This design comes from an exercise in tuning for small area, a short achievable clock period and few clock cycles per item on the open sky130 flow, not from production work. The RTL was checked by simulation tests, not by an equivalence proof against the original design. No activity file was given, so power comes from the tool's default toggle rates.

==> job 7260 <==
// feistel_cbc
module feistel_cbc (
    input              clk,
    input              rst,
    input              start,
    input      [3:0]   op,
    input      [2:0]   kidx,
    input      [255:0] din,
    output             ready,
    output reg         done,
    output reg         err,
    output     [63:0]  blk,
    output     [63:0]  chain
);
==> module feistel_cbc, before the edit <==
module feistel_cbc (
    input              clk,
    input              rst,
    input              start,
    input      [3:0]   op,
    input      [2:0]   kidx,
    input      [255:0] din,
    output             ready,
    output reg         done,
    output reg         err,
    output     [63:0]  blk,
    output     [63:0]  chain
);
    localparam OP_KEYLD   = 4'd0;
    localparam OP_BLKLD   = 4'd1;
    localparam OP_CHAINLD = 4'd2;
    localparam OP_BENC    = 4'd3;
    localparam OP_BDEC    = 4'd4;
    localparam OP_CBCENC  = 4'd5;
    localparam OP_CBCDEC  = 4'd6;
    localparam OP_FROUND  = 4'd7;
    localparam OP_FSWAP   = 4'd8;
    reg        idle;      
    reg        fr_q;      
    reg        dec_q;     
    reg        cenc_q;    
    reg        cdec_q;    
    reg [4:0]  rnd;       
    reg [31:0] key [0:7];
    reg [31:0] ka;        
    reg [63:0] blk_q;
    reg [63:0] chain_q;
    reg [63:0] save;      
    wire busy = ~idle;
    assign ready = idle;
    assign blk   = blk_q;
    assign chain = chain_q;
    wire is_dec  = (op == OP_BDEC) || (op == OP_CBCDEC);
    wire spec    = (op == OP_BENC) || is_dec;      
    wire acc_op  = ~rst & idle & start;
    wire op_kld  = acc_op & (op == OP_KEYLD);
    wire op_bld  = acc_op & (op == OP_BLKLD);
    wire op_cld  = acc_op & (op == OP_CHAINLD);
    wire op_spec = acc_op & spec;
    wire op_cenc = acc_op & (op == OP_CBCENC);
    wire op_swap = acc_op & (op == OP_FSWAP);
    wire [4:0] rnd_i  = rnd + 5'd1;
    wire       rev_i  = dec_q ? (rnd_i >= 5'd8) : (rnd_i >= 5'd24);
    wire [2:0] sel_b  = fr_q ? (rnd[3] ? 3'd0 : rnd[2:0]) : (rnd_i[2:0] ^ {3{rev_i}});
    wire [31:0] k_b   = key[sel_b];
    wire        last   = (rnd == 5'd31);
    wire        fin    = busy & ~fr_q & last;         
    wire        fr_go  = busy & fr_q & rnd[3];        
    wire [31:0] l_in   = blk_q[63:32] ^ (chain_q[63:32] & {32{fin & cdec_q}});
    wire [31:0] f_r;                                  
    feistel_f rf (.l(l_in), .r(blk_q[31:0]), .k(ka), .o(f_r));
    wire        rnd_go = op_spec | (busy & ~fr_q & ~last) | fr_go;
    wire        bsel_lo = ~rst & rnd_go;
    wire        bsel_hi = ~rst & fin;
    reg  [31:0] blo_o, bhi_o;
    always @* begin
        blo_o = blk_q[31:0];
        bhi_o = blk_q[63:32];
        if (rst) begin
            blo_o = 32'd0;
            bhi_o = 32'd0;
        end else if (op_bld) begin
            blo_o = din[31:0];
            bhi_o = din[63:32];
        end else if (op_cenc) begin
            blo_o = blk_q[31:0]  ^ chain_q[31:0];
            bhi_o = blk_q[63:32] ^ chain_q[63:32];
        end else if (op_swap) begin
            blo_o = blk_q[63:32];
            bhi_o = blk_q[31:0];
        end else if (fin) begin
            blo_o = blk_q[31:0] ^ (chain_q[31:0] & {32{cdec_q}});
        end else if (rnd_go) begin
            bhi_o = blk_q[31:0];
        end
    end
    wire        csel_hi = ~rst & fin & cenc_q;
    reg  [31:0] clo_o, chi_o;
    always @* begin
        clo_o = chain_q[31:0];
        chi_o = chain_q[63:32];
        if (rst) begin
            clo_o = 32'd0;
            chi_o = 32'd0;
        end else if (op_cld) begin
            clo_o = din[31:0];
            chi_o = din[63:32];
        end else if (fin && cenc_q) begin
            clo_o = blk_q[31:0];
        end else if (fin && cdec_q) begin
            clo_o = save[31:0];
            chi_o = save[63:32];
        end
    end
    wire [31:0] blo_n, bhi_n, chi_n;
    rnd_pick pb_lo (.sel(bsel_lo), .a(f_r), .b(blo_o), .y(blo_n));
    rnd_pick pb_hi (.sel(bsel_hi), .a(f_r), .b(bhi_o), .y(bhi_n));
    rnd_pick pc_hi (.sel(csel_hi), .a(f_r), .b(chi_o), .y(chi_n));
    integer j;
    always @(posedge clk) begin
        blk_q   <= {bhi_n, blo_n};
        chain_q <= {chi_n, clo_o};
        if (op_spec)
            save <= blk_q;
        if (rst)
            ka <= 32'd0;
        else if (busy)
            ka <= k_b;
        else if (op_kld)
            ka <= din[255:224];       
        else if (op_spec)
            ka <= key[1];
        else
            ka <= key[0];
        if (rst) begin
            idle <= 1'b1;
            done <= 1'b0;
            err  <= 1'b0;
            for (j = 0; j < 8; j = j + 1)
                key[j] <= 32'd0;
        end else if (idle) begin
            done <= 1'b0;
            if (start) begin
                err    <= 1'b0;
                fr_q   <= (op == OP_FROUND);
                dec_q  <= is_dec;
                cenc_q <= (op == OP_CBCENC);
                cdec_q <= (op == OP_CBCDEC);
                rnd    <= (op == OP_FROUND) ? {2'b00, kidx} : {4'd0, spec};
                case (op)
                    OP_KEYLD: begin
                        for (j = 0; j < 8; j = j + 1)
                            key[j] <= din[255 - 32*j -: 32];
                        done <= 1'b1;
                    end
                    OP_BLKLD, OP_CHAINLD, OP_FSWAP:
                        done <= 1'b1;
                    OP_BENC, OP_BDEC, OP_CBCENC, OP_CBCDEC, OP_FROUND:
                        idle <= 1'b0;
                    default: begin
                        err  <= 1'b1;
                        done <= 1'b1;
                    end
                endcase
            end
        end else if (fr_q) begin
            rnd[3] <= 1'b1;
            if (rnd[3]) begin
                idle <= 1'b1;
                done <= 1'b1;
            end
        end else begin
            rnd <= rnd_i;
            if (last) begin
                idle <= 1'b1;
                done <= 1'b1;
            end
        end
    end
endmodule
clock: 7.0 ns
lec_check: 0
cap_margin: 20
core_margin: 2
core_utilization: 40
cts_cluster_diameter: 60
cts_cluster_size: 28
setup_slack_margin: 4.0
slew_margin: 20
synth_hierarchical: 1
synth_minimum_keep_size: 0
standard.sh (not shown) runs the stock make flow with config.mk's settings and CLKGATE_MAP_FILE= SYNTH_SCRIPT=/design/flow/synth_recipe.tcl, a recipe that flattens the netlist after the stock synthesis.
==> flow/flow/run.sh <==
#!/bin/bash
# Standard ORFS layout with two changes: synthesis leaves out Yosys's
# full/half-adder extraction (ADDER_MAP_FILE empty), so ABC maps the adders
# with the rest of the logic; and the port buffers are the smallest buffer
# (sky130_fd_sc_hd__buf_1) instead of the cell buffer_ports picks by itself.
set -euo pipefail
cd "$(dirname "$0")/.."
bash standard.sh 'ADDER_MAP_FILE=' 'BUFFER_PORTS_ARGS=-buffer_cell sky130_fd_sc_hd__buf_1' finish > make_finish.log 2>&1
==> job 6314: changes against job 7260 <==
--- a/flow/design.v
+++ b/flow/design.v
@@ -47,7 +47,10 @@
     wire [4:0] rnd_i  = rnd + 5'd1;
     wire       rev_i  = dec_q ? (rnd_i >= 5'd8) : (rnd_i >= 5'd24);
     wire [2:0] sel_b  = fr_q ? (rnd[3] ? 3'd0 : rnd[2:0]) : (rnd_i[2:0] ^ {3{rev_i}});
-    wire [31:0] k_b   = key[sel_b];
+    wire [7:0]  sel_h = 8'd1 << sel_b;                
+    wire [31:0] k_b;
+    key_pick kp (.k0(key[0]), .k1(key[1]), .k2(key[2]), .k3(key[3]),
+                 .k4(key[4]), .k5(key[5]), .k6(key[6]), .k7(key[7]), .sel(sel_h), .k(k_b));
     wire        last   = (rnd == 5'd31);
     wire        fin    = busy & ~fr_q & last;         
     wire        fr_go  = busy & fr_q & rnd[3];        
@@ -264,3 +267,11 @@
 );
     assign y = sel ? a : b;
 endmodule
+module key_pick (
+    input  [31:0] k0, k1, k2, k3, k4, k5, k6, k7,
+    input  [7:0]  sel,
+    output [31:0] k
+);
+    assign k = ({32{sel[0]}} & k0) | ({32{sel[1]}} & k1) | ({32{sel[2]}} & k2) | ({32{sel[3]}} & k3)
+             | ({32{sel[4]}} & k4) | ({32{sel[5]}} & k5) | ({32{sel[6]}} & k6) | ({32{sel[7]}} & k7);
+endmodule
CTS_CLUSTER_DIAMETER = default   (was 60)
CTS_CLUSTER_SIZE = default   (was 28)
SETUP_SLACK_MARGIN = 3.9   (was 4.0)
==> job 7331: changes against job 7260 <==
CORE_UTILIZATION = 60   (was 40)
CTS_CLUSTER_DIAMETER = default   (was 60)
CTS_CLUSTER_SIZE = default   (was 28)
==> job 317: changes against job 7260 <==
--- a/flow/design.v
+++ b/flow/design.v
@@ -20,7 +20,7 @@
     localparam OP_CBCDEC  = 4'd6;
     localparam OP_FROUND  = 4'd7;
     localparam OP_FSWAP   = 4'd8;
-    reg        idle;      
+    reg        busy;      
     reg        fr_q;      
     reg        dec_q;     
     reg        cenc_q;    
@@ -31,31 +31,32 @@
     reg [63:0] blk_q;
     reg [63:0] chain_q;
     reg [63:0] save;      
-    wire busy = ~idle;
-    assign ready = idle;
+    assign ready = ~busy;
     assign blk   = blk_q;
     assign chain = chain_q;
-    wire is_dec  = (op == OP_BDEC) || (op == OP_CBCDEC);
-    wire spec    = (op == OP_BENC) || is_dec;      
-    wire acc_op  = ~rst & idle & start;
+    wire       accept  = start & ~busy;
+    wire       is_fr   = (op == OP_FROUND);
+    wire       is_cenc = (op == OP_CBCENC);
+    wire       is_dec  = (op == OP_BDEC) || (op == OP_CBCDEC);
+    wire       spec    = (op == OP_BENC) || is_dec;    
+    wire [4:0] rnd_n   = busy ? (fr_q ? 5'd0 : rnd + 5'd1) : ((start & spec) ? 5'd1 : 5'd0);
+    wire       dec_n   = busy ? dec_q : is_dec;
+    wire       rev_n   = dec_n ? (rnd_n >= 5'd8) : (rnd_n >= 5'd24);
+    wire [2:0] ka_sel  = (accept & is_fr) ? kidx : (rnd_n[2:0] ^ {3{rev_n}});
+    wire        last   = (rnd == 5'd31);
+    wire        run    = busy & ~fr_q;
+    wire        fin    = run & last;                  
+    wire [31:0] l_in   = blk_q[63:32] ^ (chain_q[63:32] & {32{fin & cdec_q}});
+    wire [31:0] f_r;                                  
+    feistel_f rf (.l(l_in), .r(blk_q[31:0]), .k(ka), .o(f_r));
+    wire acc_op  = ~rst & ~busy & start;
     wire op_kld  = acc_op & (op == OP_KEYLD);
     wire op_bld  = acc_op & (op == OP_BLKLD);
     wire op_cld  = acc_op & (op == OP_CHAINLD);
     wire op_spec = acc_op & spec;
-    wire op_cenc = acc_op & (op == OP_CBCENC);
+    wire op_cenc = acc_op & is_cenc;
     wire op_swap = acc_op & (op == OP_FSWAP);
-    wire [4:0] rnd_i  = rnd + 5'd1;
-    wire       rev_i  = dec_q ? (rnd_i >= 5'd8) : (rnd_i >= 5'd24);
-    wire [2:0] sel_b  = fr_q ? (rnd[3] ? 3'd0 : rnd[2:0]) : (rnd_i[2:0] ^ {3{rev_i}});
-    wire [31:0] k_b   = key[sel_b];
-    wire        last   = (rnd == 5'd31);
-    wire        fin    = busy & ~fr_q & last;         
-    wire        fr_go  = busy & fr_q & rnd[3];        
-    wire [31:0] l_in   = blk_q[63:32] ^ (chain_q[63:32] & {32{fin & cdec_q}});
-    wire [31:0] f_r;                                  
-    feistel_f rf (.l(l_in), .r(blk_q[31:0]), .k(ka), .o(f_r));
-    wire        rnd_go = op_spec | (busy & ~fr_q & ~last) | fr_go;
-    wire        bsel_lo = ~rst & rnd_go;
+    wire        bsel_lo = ~rst & (op_spec | (busy & ~fin));
     wire        bsel_hi = ~rst & fin;
     reg  [31:0] blo_o, bhi_o;
     always @* begin
@@ -73,9 +74,8 @@
         end else if (op_swap) begin
             blo_o = blk_q[63:32];
             bhi_o = blk_q[31:0];
-        end else if (fin) begin
-            blo_o = blk_q[31:0] ^ (chain_q[31:0] & {32{cdec_q}});
-        end else if (rnd_go) begin
+        end else if (op_spec || busy) begin
+            blo_o = fin ? (blk_q[31:0] ^ (chain_q[31:0] & {32{cdec_q}})) : blk_q[31:0];
             bhi_o = blk_q[31:0];
         end
     end
@@ -98,40 +98,36 @@
         end
     end
     wire [31:0] blo_n, bhi_n, chi_n;
+    integer     j;
     rnd_pick pb_lo (.sel(bsel_lo), .a(f_r), .b(blo_o), .y(blo_n));
     rnd_pick pb_hi (.sel(bsel_hi), .a(f_r), .b(bhi_o), .y(bhi_n));
     rnd_pick pc_hi (.sel(csel_hi), .a(f_r), .b(chi_o), .y(chi_n));
-    integer j;
     always @(posedge clk) begin
         blk_q   <= {bhi_n, blo_n};
         chain_q <= {chi_n, clo_o};
+        if (rst)
+            ka <= 32'd0;
+        else if (op_kld)
+            ka <= din[255:224];
+        else
+            ka <= key[ka_sel];
         if (op_spec)
             save <= blk_q;
-        if (rst)
-            ka <= 32'd0;
-        else if (busy)
-            ka <= k_b;
-        else if (op_kld)
-            ka <= din[255:224];       
-        else if (op_spec)
-            ka <= key[1];
-        else
-            ka <= key[0];
         if (rst) begin
-            idle <= 1'b1;
+            busy <= 1'b0;
             done <= 1'b0;
             err  <= 1'b0;
             for (j = 0; j < 8; j = j + 1)
                 key[j] <= 32'd0;
-        end else if (idle) begin
+        end else if (!busy) begin
             done <= 1'b0;
             if (start) begin
                 err    <= 1'b0;
-                fr_q   <= (op == OP_FROUND);
+                fr_q   <= is_fr;
                 dec_q  <= is_dec;
-                cenc_q <= (op == OP_CBCENC);
+                cenc_q <= is_cenc;
                 cdec_q <= (op == OP_CBCDEC);
-                rnd    <= (op == OP_FROUND) ? {2'b00, kidx} : {4'd0, spec};
+                rnd    <= rnd_n;
                 case (op)
                     OP_KEYLD: begin
                         for (j = 0; j < 8; j = j + 1)
@@ -141,7 +137,7 @@
                     OP_BLKLD, OP_CHAINLD, OP_FSWAP:
                         done <= 1'b1;
                     OP_BENC, OP_BDEC, OP_CBCENC, OP_CBCDEC, OP_FROUND:
-                        idle <= 1'b0;
+                        busy <= 1'b1;
                     default: begin
                         err  <= 1'b1;
                         done <= 1'b1;
@@ -149,15 +145,12 @@
                 endcase
             end
         end else if (fr_q) begin
-            rnd[3] <= 1'b1;
-            if (rnd[3]) begin
-                idle <= 1'b1;
-                done <= 1'b1;
-            end
+            busy <= 1'b0;
+            done <= 1'b1;
         end else begin
-            rnd <= rnd_i;
+            rnd <= rnd_n;
             if (last) begin
-                idle <= 1'b1;
+                busy <= 1'b0;
                 done <= 1'b1;
             end
         end
CORE_UTILIZATION = 55   (was 40)
CTS_CLUSTER_DIAMETER = default   (was 60)
CTS_CLUSTER_SIZE = default   (was 28)
SETUP_SLACK_MARGIN = 3.8   (was 4.0)
==> qor.txt <==
Cell Area, Placed - 28140 um2
vias per cell - 6.794
hold wc startpoint - key[3][14]$_SDFFE_PP0P_
crit-path leading delay family - simple AND/OR/NAND/NOR gates
CP startpoint kind - primary input
crit path from - op[0]
max incr delay on CP - 460 ps
status - finished clean
CTS buffer count - 52
M3 GR Usage - 8.654%
clock slew at reported path FFs - 60 ps
core area - 44320 um2
fmax - 329.5 MHz
WP buf/inv - 2
nets - 3296
# the run above: job 7331

==> qor.txt <==
crit path from - op[0]
status - finished clean
max incr delay on CP - 480 ps
crit-path leading delay family - simple AND/OR/NAND/NOR gates
fmax - 319.0 MHz
Cell Area, Placed - 27310 um2
hold wc startpoint - err$_SDFFE_PP0P_
clock slew at reported path FFs - 60 ps
core area - 64350 um2
CP startpoint kind - primary input
# the run above: job 6314

==> qor.txt <==
DRT Pass-1 Iters - 8
vias per cell - 6.466
hold wc startpoint - key[0][4]$_SDFFE_PP0P_
max incr delay on CP - 340 ps
clock slew at reported path FFs - 60 ps
CP startpoint kind - primary input
seq pwr - 3110 uW
WP buf/inv - 4
max_slew headroom - 27.76%
average cell area after synthesis - 8.491 um2
status - finished clean
routing usage on met1 - 54.27%
layout cell share with drive strength beyond 1 - 15.13%
fmax - 311.3 MHz
CTS buffer count - 54
# the run above: job 317

==> qor.txt <==
status - finished clean
Clock Tree Buf Depth - 3
nets - 3307
WP buf/inv - 1
fmax - 329.2 MHz
clock slew at reported path FFs - 100 ps
max incr delay on CP - 400 ps
M3 GR Usage - 6.435%
DIE WIDTH - 263.6 um
max cap viols - 0
FF-to-FF Start - blk_q[1]$_DFF_P_
core area - 66920 um2
crit-path leading delay family - compound AO/OA/AOI/OAI gates
CTS root buf - clkbuf_16
crit path from - blk_q[1]$_DFF_P_
Cell Area, Placed - 28550 um2
CTS buffer count - 42
vias per cell - 6.240
# the run above: job 7260

Testbench counts of job 7260, summed over its fixed seeds: cycles 12,832, blocks 384.
Testbench counts of job 6314, summed over its fixed seeds: cycles 12,832, blocks 384.
Testbench counts of job 7331, summed over its fixed seeds: cycles 12,832, blocks 384.
Testbench counts of job 317, summed over its fixed seeds: cycles 12,832, blocks 384.

==> separate check: timing with driven ports <==
In the flow no input, the clock included, has a driving cell. The finished layouts below were timed again as built, in two steps. Step 1 sets driving cells, clkbuf_16 on the clock port and buf_2 on the other inputs (assumed; they add their load-dependent delay and slew). Step 2, shift: input delay + t, output delay - t, t = (earliest + latest rising clock arrival at the registers) / 2. This alone moves slack from input paths to output paths. a / b / c = ideal / step 1 / step 2; a / b = the first two.
run	t (ns)	setup slack, ns	hold WS [ns]	worst setup path after step 2	pins driven straight from the clock port
job 7260	0.666	3.962 / 3.959 / 3.293	0.477 / 0.477 / 0.477	input to register	1
job 6314	0.674	3.865 / 3.907 / 3.233	0.463 / 0.463 / 0.463	input to register	1
job 7331	0.684	3.965 / 3.869 / 3.185	0.476 / 0.476 / 0.476	input to register	1
job 317	0.691	3.787 / 3.811 / 3.120	0.452 / 0.452 / 0.452	input to register	1
After both steps setup and hold are still met in every run listed. For job 7331, which loses most, drivers alone change the setup slack by -0.096 ns; drivers and shift together by -0.780 ns.
